This is an optimization exercise on Yosys and OpenROAD, whose aim is a short achievable clock period and few clock cycles, not a production implementation. Function was checked by simulation only, so behaviour that the tests miss may differ from the original. Power and IR drop assume default switching activity.

==> flow/design.v <==
module vp64_core (
    input  wire        clk,
    input  wire        rst,           
    output reg         mem_req,
    output reg         mem_we,
    output reg  [15:0] mem_addr,
    output reg  [63:0] mem_wdata,
    input  wire        mem_ready,
    input  wire [63:0] mem_rdata,
    output reg         diag_valid,
    output reg  [2:0]  diag_kind,
    output reg  [63:0] diag_info,
    output reg  [63:0] diag_value,
    output reg  [5:0]  diag_op,
    output reg  [3:0]  diag_slot
);
    localparam [63:0] SENTINEL = 64'hDEAD_BEEF_0BAD_F00D;
    localparam [2:0] D_PC_WRAP = 3'd1, D_READ_WRAP = 3'd2, D_WRITE_WRAP = 3'd3,
                     D_UNIMPL  = 3'd4, D_UNKNOWN   = 3'd5, D_OFFSLOT    = 3'd6;
    localparam [1:0] B_NONE = 2'd0, B_FQ = 2'd1, B_XF = 2'd2, B_LD = 2'd3;
    reg [63:0] T, X, R, pc, ip, IR;
    reg [63:0] S;                     
    reg [63:0] pb [0:15];
    reg [63:0] rb [0:15];
    reg [3:0]  psp, rsp;
    reg        Rnz;                   
    reg [15:0] rbnz;                  
    reg [5:0]  op;                    
    reg [3:0]  slot;                  
    reg [9:0]  rem;                   
    reg [9:0]  irmask;                
    reg        cv;                    
    reg        fw;                    
    reg        ldph;                  
    reg        xw;                    
    reg        dirty;                 
    reg        pcmv;                  
    reg        fz_ps, fz_dup, fz_ldi;   
    reg        pl;                    
    reg        nrq;                   
    reg [63:0] Q0, Q1;
    reg [9:0]  q0m, q1m;
    reg [85:0] IRi, Q0i, Q1i;          
    reg        q0v, q1v;
    reg [15:0] fa;                    
    reg [1:0]  bt;                    
    reg [1:0]  rt;                    
    reg        hold;                  
    reg [63:0] RDH;
    wire        frozen = mem_req & ~mem_ready;
    wire [63:0] D      = hold ? RDH : mem_rdata;
    function [9:0] nz_mask(input [63:0] w);
        integer k;
        begin
            for (k = 0; k < 10; k = k + 1)
                nz_mask[k] = |w[63-6*k -: 6];
        end
    endfunction
    function [63:0] ks_add(input [63:0] a, input [63:0] b);
        reg [63:0] g, p, tg, tp;
        integer i, l;
        begin
            g = a & b;
            p = a ^ b;
            for (l = 1; l < 64; l = l * 2) begin
                tg = g; tp = p;
                for (i = l; i < 64; i = i + 1) begin
                    g[i] = tg[i] | (tp[i] & tg[i-l]);
                    p[i] = tp[i] & tp[i-l];
                end
            end
            ks_add = a ^ b ^ {g[62:0], 1'b0};
        end
    endfunction
    function [15:0] ks_add16(input [15:0] a, input [15:0] b);
        reg [15:0] g, p, tg, tp;
        integer i, l;
        begin
            g = a & b;
            p = a ^ b;
            for (l = 1; l < 16; l = l * 2) begin
                tg = g; tp = p;
                for (i = l; i < 16; i = i + 1) begin
                    g[i] = tg[i] | (tp[i] & tg[i-l]);
                    p[i] = tp[i] & tp[i-l];
                end
            end
            ks_add16 = a ^ b ^ {g[14:0], 1'b0};
        end
    endfunction
    function [63:0] inc64(input [63:0] x);
        reg [63:0] c, t;
        integer i, l;
        begin
            c = x;
            for (l = 1; l < 64; l = l * 2) begin
                t = c;
                for (i = l; i < 64; i = i + 1)
                    c[i] = t[i] & t[i-l];
            end
            inc64 = x ^ {c[62:0], 1'b1};
        end
    endfunction
    function [63:0] dec64(input [63:0] x);
        begin
            dec64 = ~inc64(~x);
        end
    endfunction
    function [15:0] inc16(input [15:0] x);
        reg [15:0] c, t;
        integer i, l;
        begin
            c = x;
            for (l = 1; l < 16; l = l * 2) begin
                t = c;
                for (i = l; i < 16; i = i + 1)
                    c[i] = t[i] & t[i-l];
            end
            inc16 = x ^ {c[14:0], 1'b1};
        end
    endfunction
    function [63:0] wrap_inc(input [63:0] x);
        begin
            wrap_inc = {47'd0, &x[15:0], inc16(x[15:0])};
        end
    endfunction
    function [4:0] opclass(input [5:0] o);
        begin
            opclass[4] = o == 6'd13 || o == 6'd15;
            opclass[3] = o == 6'd8 || o == 6'd9 || o == 6'd11;
            opclass[2] = o == 6'd8;
            opclass[1] = o >= 6'd1 && o <= 6'd6;
            opclass[0] = o == 6'd5;
        end
    endfunction
    function [4:0] first_class(input [63:0] w, input [9:0] m);
        reg [9:0] f;
        integer k;
        begin
            f = first1(m);
            first_class = 5'd0;
            for (k = 0; k < 10; k = k + 1)
                first_class = first_class | (opclass(w[63-6*k -: 6]) & {5{f[k]}});
        end
    endfunction
    function [9:0] first1(input [9:0] m);
        begin
            first1 = m & (~m + 10'd1);
        end
    endfunction
    function [5:0] pick_op(input [63:0] w, input [9:0] oh);
        integer k;
        begin
            pick_op = 6'd0;
            for (k = 0; k < 10; k = k + 1)
                pick_op = pick_op | (w[63-6*k -: 6] & {6{oh[k]}});
        end
    endfunction
    function [3:0] oh_num(input [9:0] oh);
        integer k;
        begin
            oh_num = 4'd0;
            for (k = 0; k < 10; k = k + 1)
                oh_num = oh_num | ((k + 1) & {4{oh[k]}});
        end
    endfunction
    function [85:0] slotinfo(input [63:0] w);
        reg [5:0] o1, o2;
        reg simple;
        integer k;
        begin
            slotinfo = 86'd0;
            for (k = 0; k < 10; k = k + 1)
                slotinfo[5*k +: 5] = opclass(w[63-6*k -: 6]);
            for (k = 0; k < 9; k = k + 1) begin
                o1 = w[63-6*k -: 6];
                o2 = w[57-6*k -: 6];
                slotinfo[50+k] = o1 == 6'd24 && (o2 == 6'd13 || o2 == 6'd15);
                slotinfo[59+k] = o1 == 6'd26 && (o2 == 6'd12 || o2 == 6'd20 || o2 == 6'd21 || o2 == 6'd23);
                slotinfo[68+k] = o1 == 6'd10 && (o2 == 6'd29 || o2 == 6'd28);
                simple = o1 == 6'd12 || o1 == 6'd14 || (o1 >= 6'd16 && o1 <= 6'd23) ||
                         o1 == 6'd25 || o1 == 6'd27 || o1 == 6'd30 || o1 >= 6'd31;
                slotinfo[77+k] = (o2 == 6'd8 && (simple || o1 == 6'd29)) ||
                                 ((o2 == 6'd9 || o2 == 6'd11) && (simple || o1 == 6'd24 || o1 == 6'd28));
            end
        end
    endfunction
    function [29:0] cand(input [63:0] w, input [85:0] inf, input [9:0] m, input allow);
        reg [9:0] f1, f2, sel;
        reg       ps, dp, li, fz, pre, prer;
        reg [4:0] c1;
        integer k;
        begin
            f1 = first1(m);
            f2 = {f1[8:0], 1'b0};
            ps = allow & |(f1[8:0] & inf[58:50]);
            dp = allow & |(f1[8:0] & inf[67:59]);
            li = allow & |(f1[8:0] & inf[76:68]);
            fz = ps | dp | li;
            pre = ~fz & |(f1[8:0] & inf[85:77]);
            c1 = 5'd0;
            prer = 1'b0;
            for (k = 0; k < 10; k = k + 1)
                c1 = c1 | (inf[5*k +: 5] & {5{f1[k]}});
            for (k = 0; k < 9; k = k + 1)
                prer = prer | (inf[5*(k+1)+2] & f1[k]);
            sel = fz ? f2 : f1;
            cand = {ps, dp, li, pick_op(w, sel), oh_num(sel), m & ~f1 & ~(fz ? f2 : 10'd0),
                    ps ? 5'b10000 : (fz ? 5'd0 : c1), pre, prer};
        end
    endfunction
    wire op_bra  = op == 6'd1,  op_bz   = op == 6'd2,  op_bc   = op == 6'd3;
    wire op_call = op == 6'd4,  op_next = op == 6'd6;
    wire op_ldrp = op == 6'd8,  op_ldxp = op == 6'd9;
    wire op_stxp = op == 6'd13;
    wire is_br   = op_bra | op_bz | op_bc | op_call | op_next;
        wire [63:0] laddr  = op_ldrp ? R : X;
    wire [3:0]  psp_dn = psp - 4'd1;
    wire [3:0]  psp_up = psp + 4'd1;
    wire [3:0]  rsp_up = rsp + 4'd1;
    wire [63:0] pb_below = pb[psp_dn];
    wire [63:0] rb_top   = rb[rsp];
    wire [63:0] pc_inc   = wrap_inc(pc);
    wire        rfq      = rt == B_FQ;
    wire        rxf      = xw & (rt == B_XF);
    wire        havail   = q0v | rfq | rxf;
    wire [63:0] W        = q0v ? Q0 : D;
    wire [9:0]  Dmask    = nz_mask(D);
    wire [9:0]  Wmask    = q0v ? q0m : Dmask;
    wire        nrq_bus  = nrq & (op == 6'd8 || op == 6'd9 || op == 6'd11 || op == 6'd13 ||
                                  op == 6'd15 || (op >= 6'd1 && op <= 6'd6));
    wire        exec     = cv & ~fw & ~ldph & ~nrq_bus;
    wire        st_exec  = exec & (op == 6'd13 || op == 6'd15);
    wire        st_flush = st_exec & ((X[15:2] == pc[15:2]) | (X[15:2] == fa[15:2]));
    wire        st_hit_ip = X[15:0] == ip[15:0];
    wire [85:0] Di     = slotinfo(D);
    wire [29:0] candR  = cand(IR, IRi, rem, 1'b1);
    wire [29:0] candWq = cand(Q0, Q0i, q0m, 1'b1);
    wire [29:0] candWd = cand(D, Di, Dmask, 1'b0);
    wire [29:0] candW  = q0v ? candWq : candWd;
    wire [29:0] candI  = cand(IR, IRi, irmask, 1'b1);
    wire [4:0]  clsR   = candR[6:2];
    wire [1:0]  preR   = candR[1:0];
    wire [4:0]  clsW   = candWq[6:2];
    wire [4:0]  clsI   = candI[6:2];
    wire [4:0]  clsO   = opclass(op);
    wire        fwW    = pc[63:16] != 48'd0;
    wire [15:0] fa_eff = (bt == B_FQ) ? inc16(fa) : fa;    
    wire [15:0] tgt1   = inc16(tgt16);
    wire [15:0] R1     = inc16(R[15:0]);
    wire [15:0] ip1    = inc16(ip[15:0]);
    wire        fwI    = ip[63:16] != 48'd0;
    wire [63:0] target = ks_add(ip, {{10{IR[57]}}, IR[57:4]});
    wire [15:0] tgt16  = ks_add16(ip[15:0], IR[19:4]);
    wire [15:0] tgtW16 = ks_add16(pc[15:0], Q0[19:4]);      
    reg        Rnz_n;
    wire [63:0] sum     = ks_add(T, S);
    wire        use_sum = exec & (op == 6'd23) & ~fz_dup;
    wire [63:0] T_fin;
    reg [63:0] T_n, S_n, X_n, R_n, pc_n, ip_n, IR_n;
    reg [3:0]  psp_n, rsp_n, slot_n;
    reg [5:0]  op_n;
    reg [9:0]  rem_n, irmask_n;
    reg        nrq_n, pl_n;
    reg        cv_n, fw_n, ldph_n, xw_n, dirty_n, pcmv_n, fz_ps_n, fz_dup_n, fz_ldi_n;
    reg        pbw;
    reg        push_p, push_r;
    reg        adv, xfer, xfer_t, reuse, pop, trans, flush;
    reg        selR, selW, selI, selO;
    reg        ev;
    reg [2:0]  ev_kind;
    reg [63:0] ev_info, ev_value;
    reg [63:0] Q0_n, Q1_n;
    reg [85:0] IRi_n, Q0i_n, Q1i_n;
    reg [9:0]  q0m_n, q1m_n;
    reg        q0v_n, q1v_n;
    reg [15:0] fa_n;
    reg        req_n, we_n;
    reg [15:0] addr_n;
    reg [1:0]  bt_n, rt_n;
    reg [4:0]  ncls;
    reg        nfz_ps;
    reg [1:0]  occ;
    always @(*) begin
        T_n = T; S_n = S; X_n = X; R_n = R; Rnz_n = Rnz; pc_n = pc; ip_n = ip; IR_n = IR;
        psp_n = psp; rsp_n = rsp; slot_n = slot; op_n = op;
        rem_n = rem; irmask_n = irmask; IRi_n = IRi;
        cv_n = cv; fw_n = fw; ldph_n = ldph; xw_n = xw; dirty_n = dirty; pcmv_n = pcmv;
        nrq_n = 1'b0;
        pl_n = 1'b0;
        fz_ps_n = fz_ps; fz_dup_n = fz_dup; fz_ldi_n = fz_ldi; pbw = 1'b0;
        push_p = 1'b0; push_r = 1'b0;
        adv = 1'b0; xfer = 1'b0; xfer_t = 1'b0; reuse = 1'b0; pop = 1'b0; trans = 1'b0;
        flush = 1'b0;
        selR = 1'b0; selW = 1'b0; selI = 1'b0; selO = 1'b0;
        ev = 1'b0; ev_kind = D_UNKNOWN; ev_info = ip; ev_value = T;
        if (fw) begin
            ev = 1'b1; ev_kind = D_PC_WRAP; ev_info = ip;
            fw_n = 1'b0;
            selO = cv;
        end else if (!cv) begin
            trans = havail;
        end else if (nrq_bus) begin
            selO = 1'b1;
        end else if (ldph) begin
            if (laddr[63:16] != 48'd0) begin
                ev = 1'b1; ev_kind = D_READ_WRAP; ev_info = laddr;
            end
            T_n = D;
            push_p = 1'b1;
            if (op_ldrp) begin R_n = inc64(R); Rnz_n = ~&R; end
            if (op_ldxp) X_n = inc64(X);
            ldph_n = 1'b0;
            adv = 1'b1;
        end else begin
            if (is_br && slot != 4'd1) begin
                ev = 1'b1; ev_kind = D_OFFSLOT; ev_info = ip;
            end
            case (op)
                6'd1: xfer = 1'b1;                                    
                6'd2: if (T == 64'd0) xfer = 1'b1; else adv = 1'b1;   
                6'd3: if (T[63]) xfer = 1'b1; else adv = 1'b1;        
                6'd4: begin                                           
                    push_r = 1'b1;
                    R_n = pc; Rnz_n = |pc;
                    xfer = 1'b1;
                end
                6'd5: begin                                           
                    R_n = rb_top; Rnz_n = rbnz[rsp];
                    rsp_n = rsp - 4'd1;
                    xfer = 1'b1;
                end
                6'd6: begin                                           
                    if (Rnz) begin
                        R_n = dec64(R); Rnz_n = R != 64'd1;
                        xfer = 1'b1;
                    end else adv = 1'b1;
                end
                6'd7: begin                                           
                    if (Rnz) begin
                        R_n = dec64(R); Rnz_n = R != 64'd1;
                        if (dirty) xfer_t = 1'b1;
                        else reuse = 1'b1;
                    end else adv = 1'b1;
                end
                6'd8, 6'd9, 6'd11: ldph_n = 1'b1;                     
                6'd10: begin                                          
                    if (havail) begin
                        pop = 1'b1;
                        T_n = W;
                        push_p = 1'b1;
                        pc_n = pc_inc;
                        pcmv_n = 1'b1;
                        if (pc[63:16] != 48'd0) begin
                            ev = 1'b1; ev_kind = D_PC_WRAP; ev_info = pc;
                        end
                        adv = 1'b1;
                    end
                end
                6'd13, 6'd15: begin                                   
                    if (fz_ps) begin
                        pbw = 1'b1;
                        R_n = rb_top; Rnz_n = rbnz[rsp];
                        rsp_n = rsp - 4'd1;
                    end else begin
                        T_n = S;
                        S_n = pb_below;
                        psp_n = psp_dn;
                    end
                    if (op_stxp) X_n = inc64(X);
                    if (X[63:16] != 48'd0) begin
                        ev = 1'b1; ev_kind = D_WRITE_WRAP; ev_info = X; ev_value = fz_ps ? R : T;
                    end
                    if (st_hit_ip) dirty_n = 1'b1;
                    adv = 1'b1;
                end
                6'd12, 6'd20, 6'd21, 6'd23: begin                     
                    if (fz_dup) begin
                        pbw = 1'b1;
                        case (op)
                            6'd12:   T_n = T;
                            6'd20:   T_n = 64'd0;
                            6'd21:   T_n = T;
                            default: T_n = {T[62:0], 1'b0};
                        endcase
                    end else begin
                        case (op)
                            6'd12:   T_n = T | S;
                            6'd20:   T_n = T ^ S;
                            6'd21:   T_n = T & S;
                            default: T_n = T;
                        endcase
                        S_n = pb_below;
                        psp_n = psp_dn;
                    end
                    adv = 1'b1;
                end
                6'd14: begin T_n = {T[7:0], T[63:8]}; adv = 1'b1; end   
                6'd16: begin T_n = ~T;                adv = 1'b1; end   
                6'd17: begin T_n = {T[62:0], 1'b0};   adv = 1'b1; end   
                6'd18: begin T_n = {1'b0, T[63:1]};   adv = 1'b1; end   
                6'd19, 6'd22: begin                                   
                    T_n = SENTINEL;
                    ev = 1'b1; ev_kind = D_UNIMPL; ev_info = ip;
                    adv = 1'b1;
                end
                6'd24: begin                                          
                    push_p = 1'b1;
                    T_n = R;
                    R_n = rb_top; Rnz_n = rbnz[rsp];
                    rsp_n = rsp - 4'd1;
                    adv = 1'b1;
                end
                6'd25: begin push_p = 1'b1; T_n = X; adv = 1'b1; end   
                6'd26: begin push_p = 1'b1;          adv = 1'b1; end   
                6'd27: begin push_p = 1'b1; T_n = S; adv = 1'b1; end   
                6'd28, 6'd29: begin                                   
                    if (fz_ldi) begin
                        if (havail) begin
                            pop = 1'b1;
                            pbw = 1'b1;
                            pc_n = pc_inc;
                            pcmv_n = 1'b1;
                            if (pc[63:16] != 48'd0) begin
                                ev = 1'b1; ev_kind = D_PC_WRAP; ev_info = pc;
                            end
                            if (op == 6'd28) begin
                                push_r = 1'b1;
                                R_n = W; Rnz_n = |W;
                            end else
                                X_n = W;
                            adv = 1'b1;
                        end
                    end else begin
                        if (op == 6'd28) begin
                            push_r = 1'b1;
                            R_n = T; Rnz_n = |T;
                        end else
                            X_n = T;
                        T_n = S;
                        S_n = pb_below;
                        psp_n = psp_dn;
                        adv = 1'b1;
                    end
                end
                6'd30: begin                                          
                    T_n = S;
                    S_n = pb_below;
                    psp_n = psp_dn;
                    adv = 1'b1;
                end
                6'd0: adv = 1'b1;                                     
                default: begin                                        
                    ev = 1'b1; ev_kind = D_UNKNOWN; ev_info = ip;
                    adv = 1'b1;
                end
            endcase
        end
        if (push_p) begin
            psp_n = psp_up;
            S_n = T;
            pbw = 1'b1;
        end
        if (push_r) rsp_n = rsp_up;
        if (adv) begin
            if (rem != 10'd0)
                selR = 1'b1;
            else if (havail && !st_flush && !pop)
                trans = 1'b1;
            else
                cv_n = 1'b0;
        end
        if (selR) begin
            {fz_ps_n, fz_dup_n, fz_ldi_n, op_n, slot_n, rem_n} = candR[29:7];
            if (pl) ldph_n = 1'b1;
        end
        if (xfer) begin
            pc_n  = op == 6'd5 ? R : target;
            cv_n  = 1'b0;
            xw_n  = 1'b1;
            flush = 1'b1;
        end
        if (xfer_t) begin
            pc_n  = ip;
            cv_n  = 1'b0;
            flush = 1'b1;
        end
        if (reuse) begin
            selI     = 1'b1;
            {fz_ps_n, fz_dup_n, fz_ldi_n, op_n, slot_n, rem_n} = candI[29:7];
            pc_n     = wrap_inc(ip);
            fw_n     = fwI;
            pcmv_n   = 1'b0;
            if (pcmv) flush = 1'b1;
        end
        if (trans) begin
            selW     = 1'b1;
            pop      = 1'b1;
            IR_n     = W;
            irmask_n = Wmask;
            IRi_n    = q0v ? Q0i : Di;
            {fz_ps_n, fz_dup_n, fz_ldi_n, op_n, slot_n, rem_n} = candW[29:7];
            cv_n     = Wmask != 10'd0;
            xw_n     = 1'b0;
            ip_n     = pc;
            pc_n     = pc_inc;
            nrq_n    = ~q0v;
            fw_n     = fwW;
            dirty_n  = 1'b0;
            pcmv_n   = 1'b0;
        end
        if (st_flush) flush = 1'b1;
        Q0_n = Q0; Q1_n = Q1; Q0i_n = Q0i; Q1i_n = Q1i; q0m_n = q0m; q1m_n = q1m; q0v_n = q0v; q1v_n = q1v; fa_n = fa_eff;
        if (flush) begin
            q0v_n = 1'b0;
            q1v_n = 1'b0;
            if (xfer)
                fa_n = op == 6'd5 ? R1 : tgt1;
            else if (xfer_t)
                fa_n = ip[15:0];
            else if (reuse)
                fa_n = ip1;
            else
                fa_n = pc[15:0];
        end else if (pop) begin
            if (q0v) begin
                if (q1v) begin
                    Q0_n = Q1; Q0i_n = Q1i; q0m_n = q1m; q1v_n = 1'b0;
                end else if (rfq) begin
                    Q0_n = D; Q0i_n = Di; q0m_n = Dmask;
                end else
                    q0v_n = 1'b0;
            end
        end else if (rfq) begin
            if (q0v) begin
                Q1_n = D; Q1i_n = Di; q1m_n = Dmask; q1v_n = 1'b1;
            end else begin
                Q0_n = D; Q0i_n = Di; q0m_n = Dmask; q0v_n = 1'b1;
            end
        end
        ncls = 5'd0;
        nfz_ps = 1'b0;
        if (selR) begin
            ncls = pl ? 5'd0 : clsR; nfz_ps = candR[29];
        end else if (selW) begin
            ncls = (fwW || !q0v) ? 5'd0 : clsW; nfz_ps = candW[29];
        end else if (selI) begin
            ncls = fwI ? 5'd0 : clsI; nfz_ps = candI[29];
        end else if (selO) begin
            ncls = clsO; nfz_ps = fz_ps;
        end
        occ = flush ? 2'd0 : {1'b0, q0v} + {1'b0, q1v | rfq} + {1'b0, bt == B_FQ} - {1'b0, pop};
        req_n  = 1'b0;
        we_n   = 1'b0;
        addr_n = fa_n;
        bt_n   = B_NONE;
        if (ncls[4]) begin
            req_n  = 1'b1;
            we_n   = 1'b1;
            addr_n = X_n[15:0];
        end else if (ncls[3]) begin
            req_n  = 1'b1;
            addr_n = ncls[2] ? R_n[15:0] : X_n[15:0];
            bt_n   = B_LD;
        end else if (selR && preR[1]) begin
            req_n  = 1'b1;
            addr_n = preR[0] ? R_n[15:0] : X_n[15:0];
            bt_n   = B_LD;
            pl_n   = 1'b1;
        end else if (ncls[1]) begin
            req_n  = 1'b1;
            addr_n = ncls[0] ? R_n[15:0] : (selW ? tgtW16 : tgt16);
            bt_n   = B_XF;
        end else if (occ < 2'd2) begin
            req_n  = 1'b1;
            addr_n = fa_n;
            bt_n   = B_FQ;
        end
        rt_n = (bt == B_FQ && flush) ? B_NONE : bt;
    end
    assign T_fin = use_sum ? sum : T_n;
    integer i;
    always @(posedge clk) begin
        if (rst) begin
            for (i = 0; i < 16; i = i + 1) begin
                pb[i] <= 64'd0;
                rb[i] <= 64'd0;
            end
            rbnz <= 16'd0;
        end else begin
            if (pbw) pb[psp_up] <= T;
            if (push_r) begin
                rb[rsp_up]   <= R;
                rbnz[rsp_up] <= Rnz;
            end
        end
    end
    always @(posedge clk) begin
        if (rst) begin
            T <= 64'd0; S <= 64'd0; X <= 64'd0; R <= 64'd0; Rnz <= 1'b0;
            pc <= 64'd0; ip <= 64'd0; IR <= 64'd0;
            psp <= 4'd0; rsp <= 4'd0;
            op <= 6'd0; slot <= 4'd0; rem <= 10'd0; irmask <= 10'd0;
            cv <= 1'b0; fw <= 1'b0; ldph <= 1'b0; xw <= 1'b0; dirty <= 1'b0; pcmv <= 1'b0;
            fz_ps <= 1'b0; fz_dup <= 1'b0; fz_ldi <= 1'b0; nrq <= 1'b0; pl <= 1'b0;
            Q0 <= 64'd0; Q1 <= 64'd0; IRi <= 86'd0; Q0i <= 86'd0; Q1i <= 86'd0; q0m <= 10'd0; q1m <= 10'd0; q0v <= 1'b0; q1v <= 1'b0;
            fa <= 16'd0;
            mem_req <= 1'b1; mem_we <= 1'b0; mem_addr <= 16'd0; mem_wdata <= 64'd0;
            bt <= B_FQ; rt <= B_NONE; hold <= 1'b0; RDH <= 64'd0;
            diag_valid <= 1'b0; diag_kind <= 3'd0; diag_info <= 64'd0;
            diag_value <= 64'd0; diag_op <= 6'd0; diag_slot <= 4'd0;
        end else if (frozen) begin
            diag_valid <= 1'b0;
            if (rt != B_NONE && !hold) begin
                RDH  <= mem_rdata;
                hold <= 1'b1;
            end
        end else begin
            T <= T_fin; S <= S_n; X <= X_n; R <= R_n; Rnz <= Rnz_n;
            pc <= pc_n; ip <= ip_n; IR <= IR_n;
            psp <= psp_n; rsp <= rsp_n;
            op <= op_n; slot <= slot_n; rem <= rem_n; irmask <= irmask_n;
            cv <= cv_n; fw <= fw_n; ldph <= ldph_n; xw <= xw_n; dirty <= dirty_n; pcmv <= pcmv_n;
            fz_ps <= fz_ps_n; fz_dup <= fz_dup_n; fz_ldi <= fz_ldi_n; nrq <= nrq_n; pl <= pl_n;
            Q0 <= Q0_n; Q1 <= Q1_n; IRi <= IRi_n; Q0i <= Q0i_n; Q1i <= Q1i_n; q0m <= q0m_n; q1m <= q1m_n; q0v <= q0v_n; q1v <= q1v_n;
            fa <= fa_n;
            mem_req <= req_n; mem_we <= we_n; mem_addr <= addr_n;
            mem_wdata <= nfz_ps ? R_n : T_fin;
            bt <= bt_n; rt <= rt_n; hold <= 1'b0;
            diag_valid <= ev;
            if (ev) begin
                diag_kind  <= ev_kind;
                diag_info  <= ev_info;
                diag_value <= ev_value;
                diag_op    <= op;
                diag_slot  <= slot;
            end
        end
    end
endmodule
==> flow/run.sh <==
#!/bin/bash
# synth_recipe.tcl (not shown) runs the flow's synth.tcl, then flattens the netlist and writes it again
# the make line also repeats each setting of config.mk as NAME=value (left out here)
make -C /OpenROAD-flow-scripts/flow DESIGN_CONFIG=/design/flow/config.mk WORK_HOME=/design/flow/orfs CLKGATE_MAP_FILE= SYNTH_SCRIPT=/design/flow/synth_recipe.tcl finish
==> flow/config.mk <==
export PLATFORM = sky130hd
export DESIGN_NAME = vp64_core
export DESIGN_NICKNAME = vp64_core
export VERILOG_FILES = /design/flow/design.v
export SDC_FILE = /design/flow/constraint.sdc
export NUM_CORES = 4
export LEC_CHECK = 0
export ABC_CLOCK_PERIOD_IN_PS = 2500
export CAP_MARGIN = 20
export CORE_MARGIN = 2
export CORE_UTILIZATION = 15
export PLACE_DENSITY = 0.3
export SETUP_SLACK_MARGIN = 4.5
export SLEW_MARGIN = 20
export TNS_END_PERCENT = 5
==> flow/constraint.sdc <==
create_clock -name core_clock -period 8.5 [get_ports {clk}]
set_input_delay 1.7000 -clock core_clock [delete_from_list [all_inputs] [get_ports {clk}]]
set_output_delay 1.7000 -clock core_clock [all_outputs]
set_load 0.01 [all_outputs]
==> flow_metrics.tcl <==
set metrics [dict create \
    grt_pass1_wl_um 1710000 \
    ioPinCount 291 \
    grt_use_total_pct 20.40 \
    drt_iter0_markers 23450 \
    synth-seq-area-share_pct 46.80 \
    root_buffer "clkbuf_16" \
    yosys.area.top_type "edfxtp_1" \
    synth-seq-cells 3275 \
    cts_buffers 433 \
    antenna_found_initial 195 \
    synth_async_sr_flop_share_pct 0 \
    synth_area_um2 183900 \
    finClkSkew_ps 159.0 \
    synth_top_family_by_area "simple AND/OR/NAND/NOR gates" \
    crit_path_end_kind "flop" \
    wire_per_inst_um 37.42 \
    grt_pass1_vias 162000 \
    outcome "timing/DRC/antenna clean" \
    setup_tns_ps 0 \
    hp-class "flop to flop" \
    hold_buffers 0 \
    p_per_area_nw_per_um2 196.7 \
    numClockSinks 3275 \
    die_width_um 1111 \
    hold_viol 0 \
    postSynthCellCount 19000 \
    crit_required_ps 9430 \
    drtAntennaViolNets 0 \
    ys_top_cells_by_area "edfxtp_1 33%, dfxtp_1 13%, mux4_2 7.9%, nor3_1 4.7%, nor2_1 3.7%" \
    grt_max_degree 166 \
    yosys.area_share.simple_pct 18.77 \
    vias 177600 \
    crit_type "flop to flop" \
    rsz0062_at_grt "true" \
    setup_violations 0 \
    die_y_um 1111 \
    leakagePower_nw 76.48 \
    htreeDepth 5 \
    regToRegSetupSlack_ps 3940 \
    synth_warnings 1 \
    synth_edf_count 2048 \
    dr.pass1.iters 9 \
    design_area_um2 238300 \
    placedCellCount 34510 \
    clock.fmax_ghz 0.2192 \
    crit_arrival_ps 5490 \
    report.final.slew_viol_count 0 \
    synth-compound-area-share_pct 16.44 \
    timing.slew.headroom_pct 10.91 \
    cts_buffer_depth 5 \
    muxShareOfSynthArea_pct 10.42 \
    initial_utilization_pct 15.05 \
    cap_violations 0 \
    finalPower_mw 46.89 \
    dieArea_um2 1235000 \
    synthAdderAreaFrac_pct 1.584 \
    syn-mean-instance-area_um2 9.678 \
    post-route-period-util_pct 53.67 \
    synthFlopType "edfxtp_1" \
    dp_hpwl_um 888400 \
    synthXorXnorAreaFrac_pct 1.276 \
    wl_um 1351000 \
    final_cells 36090 \
    nets 19580 \
    drive_gt1_share_pct 21.76 \
    rows 406 \
    ys_types 107 \
    crit_path_max_fanout 50 \
    gp_congestion 0.9548 \
    dpl-instance-area_um2 208900 \
    avgViaCountPerCell 4.921 \
    area_growth_syn_to_layout_pct 29.60 \
    io_buffers 290 \
    gr-total-overflow 0 \
    cts_tree "built" \
    vdd_ir_drop_max_mv 0.1801 \
    post-route-min-period_ps 4562 \
    drc_errors 0 \
    synth_top_area_share_pct 33.44 \
    worst_slew_pin_slew_ps 1336 \
    clk_pin_slew_worst_paths_ps 70 \
    syn_nets 19300 \
    clock_latency_ps 1120 \
    coreArea_um2 1222000 \
    start_kind "flop" \
]
[report_power, final]
part | switching, mW | internal (mW) | leakage (nW)
Sequential | 0.821 | 17.5 | 31.2
Clock | 8.10 | 10.6 | 6.72
Combinational | 7.03 | 2.88 | 38.6
[registers in the layout, summed over array words and instances, names as in the netlist, 16 cells and up, named ones only]
name,count
X,64
S,64
pb,1024
diag_value,64
IRi,85
ip,64
RDH,64
IR,60
rb,1024
T,64
diag_info,64
Q1,64
rbnz,16
Q0i,85
fa,16
Q0,64
pc,64
mem_addr,16
R,64
Q1i,85
mem_wdata,64
[worst paths after layout]
kind | startpoint | to | cells after the start
max reg2reg | op[1]$_SDFFE_PP0P_ | mem_wdata[55]$_SDFFE_PP0N_ | 13
min reg2reg | diag_kind[1]$_SDFFE_PP0P_ | diag_kind[1]$_SDFFE_PP0P_ | 2
min | diag_kind[1]$_SDFFE_PP0P_ | diag_kind[1]$_SDFFE_PP0P_ | 2
max | op[1]$_SDFFE_PP0P_ | mem_wdata[55]$_SDFFE_PP0N_ | 13
[cells by family after synthesis]
group	count (synthesis)
AND/OR/NAND/NOR	7306
AO/OA/AOI/OAI	4573
flip-flops	3275
buffers and inverters	2255
multiplexers	1095
XOR/XNOR	268
adder cells (fa/ha/maj)	231
[what timing repair did]
item	4_1_cts	5_1_grt
endpoints found under the setup margin	5323	3867
pin swaps	125	248
gates resized for setup	923	957
buffers inserted	216	267
cloned	76	94
[critical path, cell delays in order (launching register included)]
cell	delay (ps)
dfxtp_2	330
buf_12	200
nor2_4	190
buf_4	200
nand2_1	430
a21o_1	390
buf_4	290
nor3_4	420
buf_6	360
nand3_1	260
a21oi_1	260
nor4_2	110
a22oi_2	690
o21ai_1	180
[metrics by stage]
| step | utilization, % | hold WS [ps] | setup WS, ps |
|---|---|---|---|
| after CTS | 18.79 | 455.0 | 4251 |
| after global placement | 17.08 | 438.8 | 1539 |
| after floorplan | - | 431.9 | 4312 |
| after detailed placement | 17.09 | 447.0 | 1756 |
| after global routing | 19.47 | 470.4 | 3968 |
| final | 19.50 | 450.2 | 3938 |
[Yosys cell counts, drive strengths merged, types with 99 or more instances]
| cell type | number |
|---|---|
| nand2 | 1758 |
| a21oi | 1348 |
| and3 | 135 |
| nor2 | 1838 |
| a21o | 142 |
| a22oi | 257 |
| nor3 | 1740 |
| o211ai | 233 |
| nor4 | 153 |
| and2 | 808 |
| nand3 | 345 |
| xor2 | 99 |
| a221oi | 214 |
| edfxtp | 2048 |
| inv | 171 |
| nand4 | 144 |
| a31oi | 140 |
| mux2i | 342 |
| o21ai | 779 |
| clkbuf | 1694 |
| mux2 | 108 |
| ha | 228 |
| xnor2 | 169 |
| mux4 | 645 |
| dfxtp | 1227 |
| a211oi | 558 |
| buf | 327 |
[per-layer routing]
metal,part of all wire [%],track usage [%],up-vias
met5,0.042,0.09909,-
met1,42,26.73,92200
met2,42,30.30,10490
met3,8.9,5.167,2790
met4,7.2,11.88,50
li1,-,-,72090
[cells in the final DEF (no fill, tap or decap), types with 181 or more instances in the layout]
| master | instances |
|---|---|
| nor3_1 | 1654 |
| a21oi_1 | 1254 |
| nand3_1 | 315 |
| a221oi_1 | 181 |
| a22oi_1 | 248 |
| clkbuf_16 | 501 |
| o21ai_0 | 676 |
| a211oi_1 | 456 |
| clkdlybuf4s50_1 | 282 |
| nor2_1 | 1676 |
| and2_1 | 803 |
| dfxtp_1 | 1029 |
| mux4_2 | 645 |
| nand2_1 | 1704 |
| edfxtp_1 | 2048 |
| o211ai_1 | 233 |
| mux2i_1 | 268 |
| buf_4 | 1009 |
[area by class of cell]
class,instances,area [µm²]
Antenna cell,145,362.8
Clock buffer,585,12050
Sequential cell,3275,86420
Tap cell,16320,20420
Timing Repair inverter,4,27.53
Multi-Input combinational cell,13510,96010
Inverter,234,1209
Timing Repair Buffer,1822,20200
Fill cell,134300,983900
Clock inverter,192,1640
Testbench counts, summed over its fixed seeds: cycles 163,839.

## what the ideal ports hide
The flow's constraints put no driver on any port. The routed layout listed below was extracted and timed again, unchanged, in two steps.
Step 1: set_driving_cell puts a clkbuf_16 on clk and a buf_2 on each other input, an assumption about the parent block.
Step 2, shift: input delay + t, output delay - t, t = (earliest + latest rising clock arrival at the registers) / 2. This alone moves slack from input paths to output paths.
a / b / c = no drivers / after step 1 / after step 2; a / b = the first two.
t (ns): 1.200
setup WS [ns]: 3.938 / 3.938 / 2.900
worst setup path after step 2: input to register
worst slew at a driven data input, ns: 0.12
After both steps this run still meets setup and hold. For this run, drivers alone change the setup slack by 0.000 ns; drivers and shift together by -1.038 ns.
